What follows belongs to an exercise in optimizing a design on an open flow for small area and few clock cycles per item; a production flow would make more cautious choices.
The RTL was checked by simulation tests, not by an equivalence proof against the original design.
Power figures rest on the tool's default switching activity, not on a simulated workload.

==> flow/run.sh <==
#!/bin/bash
# synth_recipe.tcl (not shown) runs the flow's synth.tcl, then flattens the netlist and writes it again
# the make line also repeats each setting of config.mk as NAME=value (left out here)
make -C /OpenROAD-flow-scripts/flow DESIGN_CONFIG=/design/flow/config.mk WORK_HOME=/design/flow/orfs CLKGATE_MAP_FILE= SYNTH_SCRIPT=/design/flow/synth_recipe.tcl finish
==> flow/config.mk <==
export PLATFORM = sky130hd
export DESIGN_NAME = rcb_md5
export DESIGN_NICKNAME = rcb_md5
export VERILOG_FILES = /design/flow/design.v
export SDC_FILE = /design/flow/constraint.sdc
export NUM_CORES = 4
export LEC_CHECK = 0
export ABC_AREA = 1
export CAP_MARGIN = 20
export CORE_MARGIN = 2
export CORE_UTILIZATION = 40
export SLEW_MARGIN = 20
==> flow/constraint.sdc <==
create_clock -name core_clock -period 15.0 [get_ports {clk}]
set_input_delay 3.0000 -clock core_clock [delete_from_list [all_inputs] [get_ports {clk}]]
set_output_delay 3.0000 -clock core_clock [all_outputs]
set_load 0.01 [all_outputs]
==> flow/design.v <==
module rcb_md5 (
    input  wire         clk,
    input  wire         rst,      
    input  wire         start,    
    input  wire         chain,    
    input  wire [511:0] block,    
    output wire         ready,
    output reg          done,
    output wire [127:0] digest    
);
    localparam [127:0] IV = {32'h10325476, 32'h98badcfe, 32'hefcdab89, 32'h67452301};
    reg              busy;
    reg  [4:0]       cnt;
    reg  [511:0]     msg;       
    reg  [127:0]     h;         
    reg  [31:0]      va, vb, vc, vd;   
    assign ready  = ~busy;
    assign digest = {h[127:96] + vd, h[95:64] + vc, h[63:32] + vb, h[31:0] + va};
    wire [127:0] init = chain ? digest : IV;
    wire         accept = ~busy & start;
    wire         last = (cnt == 5'd31);
    wire [4:0]   cnt_n = busy ? cnt + 5'd1 : 5'd0;    
    function [31:0] add3;       
        input [31:0] x, y, z;
        reg   [31:0] s, c;
        begin
            s = x ^ y ^ z;
            c = {(x[30:0] & y[30:0]) | (x[30:0] & z[30:0]) | (y[30:0] & z[30:0]), 1'b0};
            add3 = s + c;
        end
    endfunction
    wire [31:0] a0 = va, b0 = vb, c0 = vc, d0 = vd;
    wire [127:0] v_busy;
    wire [127:0] v_next = busy ? v_busy : init;
    reg  [3:0]  fsel0;     
    reg  [7:0]  rsel0;     
    reg  [3:0]  fseln0;
    reg  [7:0]  rseln0;
    reg  [31:0] wn0, kn0;
    always @(*) begin
        case (cnt_n)
            5'd0: begin wn0 = block[31:0]; kn0 = 32'hd76aa478; fseln0 = 4'd1; rseln0 = 8'd8; end
            5'd1: begin wn0 = msg[95:64]; kn0 = 32'h242070db; fseln0 = 4'd1; rseln0 = 8'd128; end
            5'd2: begin wn0 = msg[95:64]; kn0 = 32'hf57c0faf; fseln0 = 4'd1; rseln0 = 8'd8; end
            5'd3: begin wn0 = msg[95:64]; kn0 = 32'ha8304613; fseln0 = 4'd1; rseln0 = 8'd128; end
            5'd4: begin wn0 = msg[95:64]; kn0 = 32'h698098d8; fseln0 = 4'd1; rseln0 = 8'd8; end
            5'd5: begin wn0 = msg[95:64]; kn0 = 32'hffff5bb1; fseln0 = 4'd1; rseln0 = 8'd128; end
            5'd6: begin wn0 = msg[95:64]; kn0 = 32'h6b901122; fseln0 = 4'd1; rseln0 = 8'd8; end
            5'd7: begin wn0 = msg[95:64]; kn0 = 32'ha679438e; fseln0 = 4'd1; rseln0 = 8'd128; end
            5'd8: begin wn0 = msg[127:96]; kn0 = 32'hf61e2562; fseln0 = 4'd2; rseln0 = 8'd2; end
            5'd9: begin wn0 = msg[383:352]; kn0 = 32'h265e5a51; fseln0 = 4'd2; rseln0 = 8'd16; end
            5'd10: begin wn0 = msg[127:96]; kn0 = 32'hd62f105d; fseln0 = 4'd2; rseln0 = 8'd2; end
            5'd11: begin wn0 = msg[383:352]; kn0 = 32'hd8a1e681; fseln0 = 4'd2; rseln0 = 8'd16; end
            5'd12: begin wn0 = msg[127:96]; kn0 = 32'h21e1cde6; fseln0 = 4'd2; rseln0 = 8'd2; end
            5'd13: begin wn0 = msg[383:352]; kn0 = 32'hf4d50d87; fseln0 = 4'd2; rseln0 = 8'd16; end
            5'd14: begin wn0 = msg[127:96]; kn0 = 32'ha9e3e905; fseln0 = 4'd2; rseln0 = 8'd2; end
            5'd15: begin wn0 = msg[383:352]; kn0 = 32'h676f02d9; fseln0 = 4'd2; rseln0 = 8'd16; end
            5'd16: begin wn0 = msg[255:224]; kn0 = 32'hfffa3942; fseln0 = 4'd4; rseln0 = 8'd1; end
            5'd17: begin wn0 = msg[383:352]; kn0 = 32'h6d9d6122; fseln0 = 4'd4; rseln0 = 8'd64; end
            5'd18: begin wn0 = msg[511:480]; kn0 = 32'ha4beea44; fseln0 = 4'd4; rseln0 = 8'd1; end
            5'd19: begin wn0 = msg[127:96]; kn0 = 32'hf6bb4b60; fseln0 = 4'd4; rseln0 = 8'd64; end
            5'd20: begin wn0 = msg[255:224]; kn0 = 32'h289b7ec6; fseln0 = 4'd4; rseln0 = 8'd1; end
            5'd21: begin wn0 = msg[383:352]; kn0 = 32'hd4ef3085; fseln0 = 4'd4; rseln0 = 8'd64; end
            5'd22: begin wn0 = msg[511:480]; kn0 = 32'hd9d4d039; fseln0 = 4'd4; rseln0 = 8'd1; end
            5'd23: begin wn0 = msg[127:96]; kn0 = 32'h1fa27cf8; fseln0 = 4'd4; rseln0 = 8'd64; end
            5'd24: begin wn0 = msg[95:64]; kn0 = 32'hf4292244; fseln0 = 4'd8; rseln0 = 8'd4; end
            5'd25: begin wn0 = msg[479:448]; kn0 = 32'hab9423a7; fseln0 = 4'd8; rseln0 = 8'd32; end
            5'd26: begin wn0 = msg[351:320]; kn0 = 32'h655b59c3; fseln0 = 4'd8; rseln0 = 8'd4; end
            5'd27: begin wn0 = msg[223:192]; kn0 = 32'hffeff47d; fseln0 = 4'd8; rseln0 = 8'd32; end
            5'd28: begin wn0 = msg[95:64]; kn0 = 32'h6fa87e4f; fseln0 = 4'd8; rseln0 = 8'd4; end
            5'd29: begin wn0 = msg[479:448]; kn0 = 32'ha3014314; fseln0 = 4'd8; rseln0 = 8'd32; end
            5'd30: begin wn0 = msg[351:320]; kn0 = 32'hf7537e82; fseln0 = 4'd8; rseln0 = 8'd4; end
            5'd31: begin wn0 = msg[223:192]; kn0 = 32'h2ad7d2bb; fseln0 = 4'd8; rseln0 = 8'd32; end
            default: begin wn0 = 32'bx; kn0 = 32'bx; fseln0 = 4'bx; rseln0 = 8'bx; end
        endcase
    end
    reg  [31:0] p0;        
    always @(posedge clk) begin
        p0    <= add3(v_next[31:0], kn0, wn0);
        fsel0 <= fseln0;
        rsel0 <= rseln0;
    end
    wire [31:0] f0 = ({32{fsel0[0]}} & ((b0 & c0) | (~b0 & d0)))
                     | ({32{fsel0[1]}} & ((d0 & b0) | (~d0 & c0)))
                     | ({32{fsel0[2]}} & (b0 ^ c0 ^ d0))
                     | ({32{fsel0[3]}} & (c0 ^ (b0 | ~d0)));
    wire [31:0] x0 = f0 + p0;
    wire [31:0] r0 = ({32{rsel0[0]}} & {x0[27:0], x0[31:28]})
                     | ({32{rsel0[1]}} & {x0[26:0], x0[31:27]})
                     | ({32{rsel0[2]}} & {x0[25:0], x0[31:26]})
                     | ({32{rsel0[3]}} & {x0[24:0], x0[31:25]})
                     | ({32{rsel0[4]}} & {x0[17:0], x0[31:18]})
                     | ({32{rsel0[5]}} & {x0[16:0], x0[31:17]})
                     | ({32{rsel0[6]}} & {x0[15:0], x0[31:16]})
                     | ({32{rsel0[7]}} & {x0[14:0], x0[31:15]});
    wire [31:0] a1 = d0, c1 = b0, d1 = c0;
    wire [31:0] b1 = b0 + r0;
    reg  [3:0]  fsel1;     
    reg  [7:0]  rsel1;     
    reg  [3:0]  fseln1;
    reg  [7:0]  rseln1;
    reg  [31:0] wn1, kn1;
    always @(*) begin
        case (cnt_n)
            5'd0: begin wn1 = block[63:32]; kn1 = 32'he8c7b756; fseln1 = 4'd1; rseln1 = 8'd8; end
            5'd1: begin wn1 = msg[127:96]; kn1 = 32'hc1bdceee; fseln1 = 4'd1; rseln1 = 8'd64; end
            5'd2: begin wn1 = msg[127:96]; kn1 = 32'h4787c62a; fseln1 = 4'd1; rseln1 = 8'd8; end
            5'd3: begin wn1 = msg[127:96]; kn1 = 32'hfd469501; fseln1 = 4'd1; rseln1 = 8'd64; end
            5'd4: begin wn1 = msg[127:96]; kn1 = 32'h8b44f7af; fseln1 = 4'd1; rseln1 = 8'd8; end
            5'd5: begin wn1 = msg[127:96]; kn1 = 32'h895cd7be; fseln1 = 4'd1; rseln1 = 8'd64; end
            5'd6: begin wn1 = msg[127:96]; kn1 = 32'hfd987193; fseln1 = 4'd1; rseln1 = 8'd8; end
            5'd7: begin wn1 = msg[127:96]; kn1 = 32'h49b40821; fseln1 = 4'd1; rseln1 = 8'd64; end
            5'd8: begin wn1 = msg[287:256]; kn1 = 32'hc040b340; fseln1 = 4'd2; rseln1 = 8'd1; end
            5'd9: begin wn1 = msg[31:0]; kn1 = 32'he9b6c7aa; fseln1 = 4'd2; rseln1 = 8'd16; end
            5'd10: begin wn1 = msg[287:256]; kn1 = 32'h02441453; fseln1 = 4'd2; rseln1 = 8'd1; end
            5'd11: begin wn1 = msg[31:0]; kn1 = 32'he7d3fbc8; fseln1 = 4'd2; rseln1 = 8'd16; end
            5'd12: begin wn1 = msg[287:256]; kn1 = 32'hc33707d6; fseln1 = 4'd2; rseln1 = 8'd1; end
            5'd13: begin wn1 = msg[31:0]; kn1 = 32'h455a14ed; fseln1 = 4'd2; rseln1 = 8'd16; end
            5'd14: begin wn1 = msg[287:256]; kn1 = 32'hfcefa3f8; fseln1 = 4'd2; rseln1 = 8'd1; end
            5'd15: begin wn1 = msg[31:0]; kn1 = 32'h8d2a4c8a; fseln1 = 4'd2; rseln1 = 8'd16; end
            5'd16: begin wn1 = msg[351:320]; kn1 = 32'h8771f681; fseln1 = 4'd4; rseln1 = 8'd4; end
            5'd17: begin wn1 = msg[479:448]; kn1 = 32'hfde5380c; fseln1 = 4'd4; rseln1 = 8'd128; end
            5'd18: begin wn1 = msg[95:64]; kn1 = 32'h4bdecfa9; fseln1 = 4'd4; rseln1 = 8'd4; end
            5'd19: begin wn1 = msg[223:192]; kn1 = 32'hbebfbc70; fseln1 = 4'd4; rseln1 = 8'd128; end
            5'd20: begin wn1 = msg[351:320]; kn1 = 32'heaa127fa; fseln1 = 4'd4; rseln1 = 8'd4; end
            5'd21: begin wn1 = msg[479:448]; kn1 = 32'h04881d05; fseln1 = 4'd4; rseln1 = 8'd128; end
            5'd22: begin wn1 = msg[95:64]; kn1 = 32'he6db99e5; fseln1 = 4'd4; rseln1 = 8'd4; end
            5'd23: begin wn1 = msg[223:192]; kn1 = 32'hc4ac5665; fseln1 = 4'd4; rseln1 = 8'd128; end
            5'd24: begin wn1 = msg[319:288]; kn1 = 32'h432aff97; fseln1 = 4'd8; rseln1 = 8'd2; end
            5'd25: begin wn1 = msg[191:160]; kn1 = 32'hfc93a039; fseln1 = 4'd8; rseln1 = 8'd32; end
            5'd26: begin wn1 = msg[63:32]; kn1 = 32'h8f0ccc92; fseln1 = 4'd8; rseln1 = 8'd2; end
            5'd27: begin wn1 = msg[447:416]; kn1 = 32'h85845dd1; fseln1 = 4'd8; rseln1 = 8'd32; end
            5'd28: begin wn1 = msg[319:288]; kn1 = 32'hfe2ce6e0; fseln1 = 4'd8; rseln1 = 8'd2; end
            5'd29: begin wn1 = msg[191:160]; kn1 = 32'h4e0811a1; fseln1 = 4'd8; rseln1 = 8'd32; end
            5'd30: begin wn1 = msg[63:32]; kn1 = 32'hbd3af235; fseln1 = 4'd8; rseln1 = 8'd2; end
            5'd31: begin wn1 = msg[447:416]; kn1 = 32'heb86d391; fseln1 = 4'd8; rseln1 = 8'd32; end
            default: begin wn1 = 32'bx; kn1 = 32'bx; fseln1 = 4'bx; rseln1 = 8'bx; end
        endcase
    end
    reg  [31:0] p1;        
    always @(posedge clk) begin
        p1    <= add3(v_next[127:96], kn1, wn1);
        fsel1 <= fseln1;
        rsel1 <= rseln1;
    end
    wire [31:0] f1 = ({32{fsel1[0]}} & ((b1 & c1) | (~b1 & d1)))
                     | ({32{fsel1[1]}} & ((d1 & b1) | (~d1 & c1)))
                     | ({32{fsel1[2]}} & (b1 ^ c1 ^ d1))
                     | ({32{fsel1[3]}} & (c1 ^ (b1 | ~d1)));
    wire [31:0] x1 = f1 + p1;
    wire [31:0] r1 = ({32{rsel1[0]}} & {x1[22:0], x1[31:23]})
                     | ({32{rsel1[1]}} & {x1[21:0], x1[31:22]})
                     | ({32{rsel1[2]}} & {x1[20:0], x1[31:21]})
                     | ({32{rsel1[3]}} & {x1[19:0], x1[31:20]})
                     | ({32{rsel1[4]}} & {x1[11:0], x1[31:12]})
                     | ({32{rsel1[5]}} & {x1[10:0], x1[31:11]})
                     | ({32{rsel1[6]}} & {x1[9:0], x1[31:10]})
                     | ({32{rsel1[7]}} & {x1[8:0], x1[31:9]});
    wire [31:0] a2 = d1, c2 = b1, d2 = c1;
    wire [31:0] b2 = b1 + r1;
    assign v_busy = {d2, c2, b2, a2};
    always @(posedge clk) begin
        msg <= busy ? {msg[63:0], msg[511:64]} : block;
    end
    always @(posedge clk) begin
        if (rst) begin
            busy <= 1'b0;
            done <= 1'b0;
            cnt  <= 5'd0;
            h    <= IV;
            {vd, vc, vb, va} <= 128'd0;
        end else begin
            done <= busy & last;
            if (busy) begin
                {vd, vc, vb, va} <= v_busy;
                cnt <= cnt_n;
                if (last) busy <= 1'b0;
            end else if (start) begin
                busy <= 1'b1;
                cnt  <= 5'd0;
                h    <= init;
                {vd, vc, vb, va} <= init;
            end
        end
    end
endmodule
==> results.txt <==
==> registers in the layout (all words and copies together), names as in the netlist <==
| register | flops |
|---|---|
| cnt | 5 |
| fsel0 | 4 |
| h | 128 |
| busy | 1 |
| p0 | 32 |
| va | 32 |
| vd | 32 |
| rsel0 | 7 |
| msg | 512 |
| done | 1 |
| vb | 32 |
| p1 | 32 |
| rsel1 | 1 |
| vc | 32 |
==> area by class of cell <==
type                    count  area, um2
fillers                 14900      73500
flip-flops and latches    851      17000
well taps                1903       2380
multi-input cells        6606      35500
inverters                1021       3840
diodes                     16       40.0
clock buffers             141       2990
clock inverters            38        594
repair buffers            790       7590
==> cells in the mapped netlist (10+ instances only) <==
| cell | instances |
|---|---|
| a2111oi_0 | 14 |
| a211oi_1 | 22 |
| a21boi_1 | 10 |
| a21o_1 | 12 |
| a21oi_1 | 626 |
| a221oi_1 | 103 |
| a22oi_1 | 73 |
| a31oi_1 | 38 |
| buf_1 | 28 |
| clkbuf_1 | 333 |
| dfxtp_1 | 851 |
| fa_1 | 72 |
| ha_1 | 307 |
| inv_1 | 993 |
| inv_2 | 22 |
| nand2_1 | 2854 |
| nand2_2 | 20 |
| nand3_1 | 347 |
| nand3_2 | 12 |
| nand4_1 | 177 |
| nor2_1 | 606 |
| nor2_2 | 11 |
| nor3_1 | 52 |
| nor4_1 | 42 |
| o2111ai_1 | 57 |
| o211ai_1 | 89 |
| o21a_1 | 12 |
| o21ai_0 | 484 |
| o21ai_1 | 42 |
| o21bai_1 | 27 |
| o221ai_1 | 71 |
| o22ai_1 | 80 |
| or2_2 | 43 |
| xnor2_1 | 70 |
| xor2_1 | 151 |
==> critical path: cells and delay by family, from the launching register on <==
kind / cells / cell delay (ps)
and+or+nand+nor: 30 / 4830
AOI/OAI and AO/OA: 25 / 4610
xor gates and xnor gates: 1 / 760
DFF: 1 / 570
adders and majority gates: 4 / 1630
buffers and inverters: 11 / 1350
==> logic make-up (layout without fill, tap and decap cells) <==
logic type | after synthesis | count (layout)
and+or+nand+nor | 4215 | 4215
AOI/OAI and AO/OA | 1790 | 1790
buffers and inverters | 1404 | 1990
DFF | 851 | 851
xor gates and xnor gates | 222 | 222
adders and majority gates | 379 | 379
other | 0 | 16
==> power by group <==
| group | switching [mW] | total (mW) | internal [mW] |
|---|---|---|---|
| clock | 1.12 | 2.68 | 1.56 |
| sequential | 0.404 | 3.05 | 2.64 |
| combinational | 11.2 | 15.7 | 4.45 |
| total | 12.7 | 21.4 | 8.66 |
==> through the flow <==
| step | hold slack, ps | setup slack (ps) |
|---|---|---|
| 2_1_floorplan | 403 | 5330 |
| 3_3_place_gp | 406 | 1970 |
| 3_5_place_dp | 409 | 1820 |
| 4_1_cts | 416 | 1790 |
| 5_1_grt | 427 | 484 |
| 6_report | 413 | 997 |
==> routing by layer <==
layer | vias to the layer above | global-route usage, %
met5 | - | 0
met4 | 26 | 34.1
met3 | 1003 | 9.91
met2 | 3931 | 68.6
met1 | 31400 | 51.0
li1 | 30300 | -
==> placed cells by master, fill, tap and decap left out, types with 52 or more instances in the layout <==
| cell | synthesis | final |
|---|---|---|
| a22oi_1 | 73 | 73 |
| buf_4 | 7 | 140 |
| inv_1 | 993 | 987 |
| o221ai_1 | 71 | 71 |
| a221oi_1 | 103 | 103 |
| xor2_1 | 151 | 148 |
| nor2_1 | 606 | 598 |
| o21ai_1 | 42 | 52 |
| o211ai_1 | 89 | 89 |
| nor3_1 | 52 | 52 |
| xnor2_1 | 70 | 70 |
| o2111ai_1 | 57 | 56 |
| o21ai_0 | 484 | 473 |
| ha_1 | 307 | 307 |
| fa_1 | 72 | 72 |
| nand4_1 | 177 | 177 |
| clkbuf_16 | 0 | 100 |
| nand3_1 | 347 | 347 |
| dfxtp_1 | 851 | 845 |
| a21oi_1 | 626 | 626 |
| nand2_1 | 2854 | 2852 |
| o22ai_1 | 80 | 80 |
| clkdlybuf4s50_1 | 0 | 643 |
==> worst max path at each step <==
stage / cells past startpoint / slack, ps / end / start
after floorplan: 76 / 5330 / vb[17]$_SDFFE_PP0P_ / fsel0[2]$_DFF_P_
after global placement: 74 / 1970 / vb[31]$_SDFFE_PP0P_ / fsel0[1]$_DFF_P_
after detailed placement: 71 / 1820 / vb[19]$_SDFFE_PP0P_ / fsel0[1]$_DFF_P_
after CTS: 71 / 1790 / vb[19]$_SDFFE_PP0P_ / fsel0[1]$_DFF_P_
after global routing: 73 / 480 / vb[19]$_SDFFE_PP0P_ / vb[19]$_SDFFE_PP0P_
final: 71 / 1000 / vb[19]$_SDFFE_PP0P_ / fsel0[1]$_DFF_P_
==> flow_summary.ini <==
[detailed_routing]
m1WireLength_um = 124000
route.detailed.wl_per_inst_um = 29.3
post-route-drc-count = 0
wl_um = 333000
met3_wirelength_um = 31400
via_per_inst = 5.87
wl_met2_um = 147000
drtAntennaViolNets = 0
dr.pass1.iters = 6
num_vias = 66700
drt_iter0_markers = 8612
top_signal_layer_used = met5

[worst_hold_path]
worst_min_delay_path_startpoint = msg[411]$_DFF_P_
timing.hold.worst_endpoint = msg[347]$_DFF_P_
hold_path_class = register to register
holdPathStages = 2

[setup_path]
cp_slowest_cell = xnor2_1
cp-start-kind = register
regToRegSetupSlack_ps = 1000
ff2ff_path_depth = 71
critical_path_class = register to register
cpMostUsedCell = nand2_1
critPathMaxFanout = 30
setup.worst_path.end_class = register
crit_required_ps = 15640
critPathMaxStageDelay_ps = 760
critical_path.reg2reg.endpoint = vb[19]$_SDFFE_PP0P_
timing.critical_path.arrival_ps = 14640
worst_r2r_startpoint = fsel0[1]$_DFF_P_

[sta]
max-slew-margin-rel_pct = 13.8
rsz0062_at_grt = false
final-max-slew-violation-count = 0
finalHoldViolCount = 0
timing_worst_slew_pin_value_ps = 1280
finalSetupViolCount = 0
fin_skew_ps = 64.8
period_needed_ps = 14000
setup_total_negative_slack_ps = 0
achievable-frequency_ghz = 0.0714
post-route-period-util_pct = 93.4

[placement]
post-place-cells = 11200
place.gp.congestion = 1.08
dp_hpwl_um = 264000
dpl-instance-area_um2 = 66300
port_buffers = 645

[run_status]
run_status = complete, no violations

[clock_network]
cts_made_buffers = 99
worst_case_clock_buffer_depth = 3
htree_num_levels = 3
cts_num_sinks = 851
worst_setup_hold_path_clk_slew_ps = 80
cts_tree = built
post_cts.repair.setup_buffers = 0
ctsHoldBuffers = 0
clkLatencyLatePin_ps = 780
cts_repair_resize_count = 0
cts-root-buf = clkbuf_16

[layout]
post-route-util_pct = 48.8
instances_no_fill = 11400
final_net_count = 10300
finalInstanceArea_um2 = 70000
syn_to_final_growth_pct = 21.1
post_route_cells_drive_above_1_share_pct = 5.22

[global_route]
grt.total_usage_pct = 43.5
grt.overflow.total = 0
antenna_violations_before_repair = 35
grt_pass1_wl_um = 461000
grt_pass1_vias = 62500
grt_start_max_net_pins = 210

[yosys]
synth-adder-area-share_pct = 9.14
yosys.area.top_type = dfxtp_1
post_synth_xor_area_fraction_pct = 3.38
post_synth_and_or_nand_nor_area_fraction_pct = 30.1
synth_largest_type_area_fraction_pct = 29.5
yosys-top-cells-area = dfxtp_1 (29%), nand2_1 (19%), ha_1 (6.6%), inv_1 (6.5%), a21oi_1 (5.4%)
dominant_combinational_cell_family_by_area_after_synthesis = simple AND/OR/NAND/NOR gates
synth_area_um2 = 57800
synth_enable_flop_cells = 0
yosysWarnings = 1
number_of_synthesized_register_bits = 851
muxShareOfSynthArea_pct = 0
synth-seq-area-share_pct = 29.5
synthesized_area_fraction_occupied_by_ao_oa_aoi_and_oai_cells_pct = 18.6
postSynthAreaPerCell_um2 = 6.52
dominantRegCellSynth = dfxtp_1
async_flop_share_pct = 0
synth_cell_type_count = 63
syn-num-nets = 9756
post_synth_inst_count = 8861

[floorplan]
die_height_um = 384
dieWidth_um = 384
core_area_um2 = 143000
ioPinCount = 646
placement_rows = 139
die-area_um2 = 147000
start_util_pct = 40.3

[power]
p_per_area_nw_per_um2 = 306
vdd_ir_drop_max_uv = 312
design_power_total_mw = 21.4
leakage_nw = 33.8

[job]
drv_cap = 0
Testbench counts, summed over its fixed seeds: cycles 45,944, blocks 1,392.

## port drivers added, routing unchanged
The flow's constraints put no driver on any port. The routed layout listed below was extracted and timed again, unchanged, in two steps.
Step 1, drivers: a clkbuf_16 drives clk and a buf_2 each remaining input, both assumed.
Step 2 times the ports against the registers' clock, not the clock port: input delays grow and output delays shrink by t, the midpoint of the rising clock arrivals with the driver on.
Three values: ideal ports, drivers, drivers and shift; two values: the first two.
t (ns): 0.837
setup WS [ns]: 0.997 / 0.997 / 0.997
hold slack, ns: 0.413 / 0.413 / 0.413
worst setup path after step 2: register to register
After both steps setup and hold are still met in this run. The setup slack of this run moves by 0.000 ns with the drivers and by 0.000 ns with both steps.
